What follows belongs to an exercise in optimizing a design on an open flow for small area and a short achievable clock period; a production flow would make more cautious choices.
For this run, only the layout was checked, not whether the RTL still works.
No activity file was given, so power comes from the tool's default toggle rates.

[flow/config.mk]
export PLATFORM = sky130hd
export DESIGN_NAME = hfp8_codec
export DESIGN_NICKNAME = hfp8_codec
export VERILOG_FILES = /design/flow/design.v
export SDC_FILE = /design/flow/constraint.sdc
export NUM_CORES = 4
export LEC_CHECK = 0
export CAP_MARGIN = 20
export CORE_MARGIN = 2
export CORE_UTILIZATION = 40
export SLEW_MARGIN = 20
[flow/constraint.sdc]
create_clock -name core_clock -period 12.0 [get_ports {clk}]
set_input_delay 2.4000 -clock core_clock [delete_from_list [all_inputs] [get_ports {clk}]]
set_output_delay 2.4000 -clock core_clock [all_outputs]
set_load 0.01 [all_outputs]
[flow/design.v]
module hfp8_enc_lane (
    input  wire [31:0] x,
    input  wire [2:0]  mbits,    
    input  wire [7:0]  ebias,    
    input  wire [30:0] maxmag,   
    output wire [7:0]  code
);
    wire        sign = x[31];
    wire [30:0] a    = (x[30:0] > maxmag) ? maxmag : x[30:0];
    wire [7:0]  ea_field = a[30:23];
    wire [7:0]  ea       = (ea_field == 8'd0) ? 8'd1 : ea_field;
    wire [23:0] sig      = {ea_field != 8'd0, a[22:0]};
    wire signed [10:0] d = $signed({3'b000, ea}) + $signed({3'b000, ebias}) - 11'sd128;
    wire        is_normal = (d > 11'sd0);
    wire [7:0]  k         = is_normal ? d[7:0] : 8'd0;
    wire [10:0] extra     = is_normal ? 11'd0 : (11'd0 - d);
    wire [10:0] sh_full = 11'd23 - {8'd0, mbits} + extra;
    wire [4:0]  sh      = (sh_full > 11'd25) ? 5'd25 : sh_full[4:0];
    wire [49:0] ext    = {sig, 26'd0} >> sh;
    wire [23:0] n      = ext[49:26];
    wire        guard  = ext[25];
    wire        sticky = |ext[24:0];
    wire        up     = guard & (sticky | n[0]);
    wire [7:0]  n_r    = n[7:0] + {7'd0, up};
    wire [7:0]  q = (k << mbits) + n_r;
    assign code = {sign, q[6:0]};
endmodule
module hfp8_dec_lane (
    input  wire [7:0]  b,
    input  wire [2:0]  mbits,    
    input  wire [7:0]  ebias,    
    output reg  [31:0] f
);
    wire       sign = b[7];
    wire [6:0] mmask = (7'd1 << mbits) - 7'd1;
    wire [6:0] E     = b[6:0] >> mbits;
    wire [6:0] M     = b[6:0] & mmask;
    reg [2:0] p;
    integer j;
    always @(*) begin
        p = 3'd0;
        for (j = 0; j < 7; j = j + 1)
            if (M[j]) p = j[2:0];
    end
    wire [8:0]        norm_exp = {2'b00, E} + 9'd127 - {1'b0, ebias};
    wire signed [9:0] sub_exp  = $signed({7'd0, p}) + 10'sd128
                               - $signed({2'b00, ebias}) - $signed({7'd0, mbits});
    wire [6:0]        m_rest   = M & ~(7'd1 << p);
    wire [7:0]        sub_sh   = 8'd150 - ebias - {5'd0, mbits};
    always @(*) begin
        if (E != 7'd0) begin
            f = {sign, norm_exp[7:0], {16'd0, M} << (5'd23 - {2'b0, mbits})};
        end else if (M == 7'd0) begin
            f = {sign, 31'd0};
        end else if (sub_exp > 10'sd0) begin
            f = {sign, sub_exp[7:0], {16'd0, m_rest} << (5'd23 - {2'b0, p})};
        end else begin
            f = {sign, 8'd0, {16'd0, M} << sub_sh};
        end
    end
endmodule
module hfp8_codec (
    input  wire         clk,
    input  wire         rst,         
    input  wire         in_valid,
    input  wire         mode,        
    input  wire [2:0]   ebits,
    input  wire [7:0]   ebias,
    input  wire [31:0]  maxpos,      
    input  wire [127:0] din,
    output reg          out_valid,
    output reg          err,
    output reg  [127:0] dout
);
    reg         s1_valid;
    reg         s1_mode;
    reg [2:0]   s1_ebits;
    reg [7:0]   s1_ebias;
    reg [31:0]  s1_maxpos;
    reg [127:0] s1_din;
    always @(posedge clk) begin
        if (rst) begin
            s1_valid <= 1'b0;
        end else begin
            s1_valid <= in_valid;
        end
        s1_mode   <= mode;
        s1_ebits  <= ebits;
        s1_ebias  <= ebias;
        s1_maxpos <= maxpos;
        s1_din    <= din;
    end
    wire [2:0] mbits = 3'd7 - s1_ebits;
    wire ebits_ok = (s1_ebits >= 3'd1) && (s1_ebits <= 3'd6);
    wire ebias_ok = (s1_ebias >= 8'd1) && (s1_ebias <= 8'd127);
    wire [8:0]  maxval_exp  = (9'd1 << s1_ebits) + 9'd126 - {1'b0, s1_ebias};
    wire [22:0] maxval_frac = ((23'd1 << mbits) - 23'd1) << (5'd23 - {2'b0, mbits});
    wire [30:0] maxval      = {maxval_exp[7:0], maxval_frac};
    wire maxpos_ok = !s1_maxpos[31]
                  && (s1_maxpos[30:0] != 31'd0)
                  && (s1_maxpos[30:23] != 8'hFF)
                  && (s1_maxpos[30:0] <= maxval);
    wire param_err = !ebits_ok || !ebias_ok || (!s1_mode && !maxpos_ok);
    wire [31:0]  enc_out;
    wire [127:0] dec_out;
    genvar i;
    generate
        for (i = 0; i < 4; i = i + 1) begin : lane
            hfp8_enc_lane u_enc (
                .x      (s1_din[32*i +: 32]),
                .mbits  (mbits),
                .ebias  (s1_ebias),
                .maxmag (s1_maxpos[30:0]),
                .code   (enc_out[8*i +: 8])
            );
            hfp8_dec_lane u_dec (
                .b      (s1_din[8*i +: 8]),
                .mbits  (mbits),
                .ebias  (s1_ebias),
                .f      (dec_out[32*i +: 32])
            );
        end
    endgenerate
    always @(posedge clk) begin
        if (rst) begin
            out_valid <= 1'b0;
        end else begin
            out_valid <= s1_valid;
        end
        err <= param_err;
        if (param_err)
            dout <= 128'd0;
        else if (s1_mode)
            dout <= dec_out;
        else
            dout <= {96'd0, enc_out};
    end
endmodule
[flow/run.sh]
#!/bin/bash
# synth_recipe.tcl (not shown) runs the flow's synth.tcl, then flattens the netlist and writes it again
# the make line also repeats each setting of config.mk as NAME=value (left out here)
make -C /OpenROAD-flow-scripts/flow DESIGN_CONFIG=/design/flow/config.mk WORK_HOME=/design/flow/orfs CLKGATE_MAP_FILE= SYNTH_SCRIPT=/design/flow/synth_recipe.tcl finish
==> results_dict.tcl <==
set metrics [dict create \
    hold_slack_ns 0.439 \
    avgSynthCellArea_um2 7.55 \
    finClkSkew_ns 0.0180 \
    fillers 7994 \
    numCtsBuffers 36 \
    status "timing/DRC/antenna clean" \
    hold_class "flip-flop to flip-flop" \
    synth_ff_type "dfxtp_1" \
    synth_seq_cells 303 \
    dr.pass1.iters 6 \
    cts_htree_levels 2 \
    cts_tree "built" \
    cp.arrival_ns 11.86 \
    p_int_w 0.00430 \
    period_needed_ns 11.37 \
    synth_compound_area_frac 0.287 \
    initial_core_util 0.403 \
    hold_violations 0 \
    synthArstFlopShare 0 \
    slew_viol_final 0 \
    yosys_warnings 2 \
    clk_pin_slew_ns 0.06 \
    ys_types 124 \
    antenna_found_initial 2 \
    switching_power_w 0.00404 \
    cp_max_fo 7 \
    p_sw_frac 0.484 \
    synthesis.nets 4795 \
    synth_xor_area_frac 0.0380 \
    critical_path_class "flip-flop to flip-flop" \
    finalSetupViolations 0 \
    cts_buffer_depth 3 \
    drc 0 \
    r2r_end "dout[6]" \
    row_count 104 \
    cts_hold_buf 0 \
    min_from "s1_valid" \
    p_clk_frac 0.144 \
    grt_pass1_vias 34358 \
    tightest_slew_ns 1.12 \
    synth_commonest_cells "nor2_1 (445), nand2_1 (412), a21oi_1 (338), dfxtp_1 (303), ha_1 (288)" \
    track_usage 0.355 \
    p_per_area_mw_per_mm2 205 \
    slew_headroom 0.256 \
    syn_to_final_growth_pct 25.3 \
    clock-sinks 303 \
    ant_nets 0 \
    leakagePower_nw 17.4 \
    root_buffer "clkbuf_16" \
    avgViaCountPerCell 6.18 \
    startpoint_type "flip-flop" \
    synth_area_leaders "dfxtp_1 (19%), ha_1 (11%), a21oi_1 (5.2%)" \
    yosys.area_share.simple 0.216 \
    first_iter_violations 3813 \
    core-area_mm2 0.0804 \
    rr_worst_depth 52 \
    hpwl_um 122000 \
    final_layout_size_suffix_gt1_frac 0.147 \
    die_w_um 289 \
    holdPathEnd "out_valid" \
    via_count 36476 \
    routedWlPerCell_um 25.9 \
    r2r_slack_ns 0.63 \
    synth_top_family_by_area "compound AO/OA/AOI/OAI gates" \
    grt_max_degree 130 \
    required_ns 12.48 \
    synth_edf_count 0 \
    r2r_start "s1_maxpos[30]" \
    synth.most_common_cell "nor2_1" \
    critPathCaptureType "flip-flop" \
    synthCells 4294 \
    place_congestion 1.02 \
    fin_crit_sh 0.948 \
    ios 305 \
    dpl_worst_slack_ns 0.562 \
    maxCapViolations 0 \
    worstHoldPathCells 1 \
    combPwrFrac 0.721 \
    synth_top_area_frac 0.187 \
    fin_setup_tns_ns 0 \
    crit_path_top_delay_cell "or4_1" \
    clkLatencyLatePin_ns 0.58 \
    nNetsFinal 5320 \
    slowest_delay_ns 0.53 \
    die_h_um 289 \
    seq_power_share 0.135 \
    netlist_area_mm2 0.0324 \
    synth_top_area_cell "dfxtp_1" \
    total_power_w 0.00834 \
    synth_fa_ha_area_frac 0.135 \
    irDropWorstVdd_v 0.000137 \
    grt_first_pass_wirelength_um 222000 \
    synthMuxAreaShare 0.0818 \
    die-area_mm2 0.0833 \
    grt_overflow 0 \
    rsz0062_at_grt "false" \
    max_clock_freq_mhz 87.9 \
    ys_seq_area_frac 0.187 \
    wirelength_um 153000 \
    layout_setup_ws_ns 0.627 \
    io_buffers 304 \
]
critical path: cells and delay by family (launching register included):
kind | cells | cell delay [ns]
xor gates and xnor gates | 1 | 0.14
adders and majority gates | 8 | 2.36
muxes | 1 | 0.08
and+or+nand+nor | 18 | 3.12
buffers and inverters | 6 | 1.11
DFF | 1 | 0.50
AOI/OAI and AO/OA | 18 | 3.95
per-stage QoR:
step | cell area, um^2 | util | cells
floorplan | 32400 | - | 4294
global placement | 39200 | 0.488 | 5836
detailed placement | 39200 | 0.488 | 5837
CTS | 40500 | 0.504 | 5902
global route | 40600 | 0.505 | 5906
finish | 40600 | 0.505 | 5907
power groups by stage:
stage	clock (W)	sequential, W	combinational, W
after floorplan	0	0.00113	0.00348
after global placement	0	0.00115	0.00587
after detailed placement	0	0.00115	0.00581
after CTS	0.00123	0.00112	0.00584
after global routing	0.00126	0.00113	0.00640
final	0.00120	0.00113	0.00601
cells by family (layout without fill, tap and decap cells):
family	Yosys count	in the layout
other cells	0	1
mux	238	238
compound gates	1386	1386
fa+ha+maj	326	326
xor+xnor	134	134
flops	303	303
buf+inv	432	984
simple gates	1475	1475
placed cells by master, fill, tap and decap left out, types with 114 or more instances in the layout:
cell type,count
nand2_1,411
ha_1,288
nor2_1,445
nand3_1,114
mux2i_1,166
inv_1,160
o21ai_0,273
a21oi_1,336
dfxtp_1,299
buf_4,434
clkdlybuf4s50_1,304
flip-flops by register name (all words and copies together) (netlist names):
name	cells
dout	128
out_valid	1
s1_ebias	8
s1_ebits	3
err	1
s1_maxpos	32
s1_valid	1
s1_mode	1
s1_din	128
worst max-delay path by stage:
stage                             start        to  cells after the start
after floorplan           s1_maxpos[24]   dout[6]                     54
after global placement    s1_maxpos[29]  dout[30]                     51
after detailed placement  s1_maxpos[29]  dout[30]                     51
after CTS                 s1_maxpos[29]  dout[30]                     51
after global routing      s1_maxpos[24]  dout[22]                     52
final                     s1_maxpos[30]   dout[6]                     52
metal layers:
layer  wire length [um]  track usage  part of all wire
met1              59300        0.427              0.39
met2              69000        0.579              0.45
met3              12500       0.0576             0.082
met4              12300        0.245             0.080
met5                 28            0           0.00018
what timing repair did:
item | 4_1_cts | 5_1_grt
hold endpoints to repair | 0 | 0
buffers inserted | 0 | 4
setup endpoints to repair | 0 | 9
gates resized for setup | 0 | 19
area by class of cell:
class	count	area [um^2]	area share
well taps	1060	1330	0.0326
repair buffers	754	6620	0.163
multi-input cells	3559	24700	0.608
clock buffers	44	982	0.0242
clock inverters	21	313	0.00770
diodes	1	2.50	0.0000616
flip-flops and latches	303	6080	0.150
inverters	165	623	0.0153

-- separate check: timing with driven ports --
No port has a modelled driver above. Below, the same layout with a new extraction and two added sets of constraints. Step 1 sets driving cells, clkbuf_16 on the clock port and buf_2 on the other inputs (assumed; they add their load-dependent delay and slew). Step 2 also shifts input and output timing later by t, the mid clock arrival at the registers, as if the neighbouring blocks saw the same clock. a / b / c = no drivers / after step 1 / after step 2; a / b = the first two.
t, ns: 0.647
setup WS [ns]: 0.627 / 0.627 / 0.627
worst register clock-pin slew, ns: 0.07 / 0.07
After both steps setup and hold are still met in this run. The setup slack of this run moves by 0.000 ns with the drivers and by 0.000 ns with both steps.
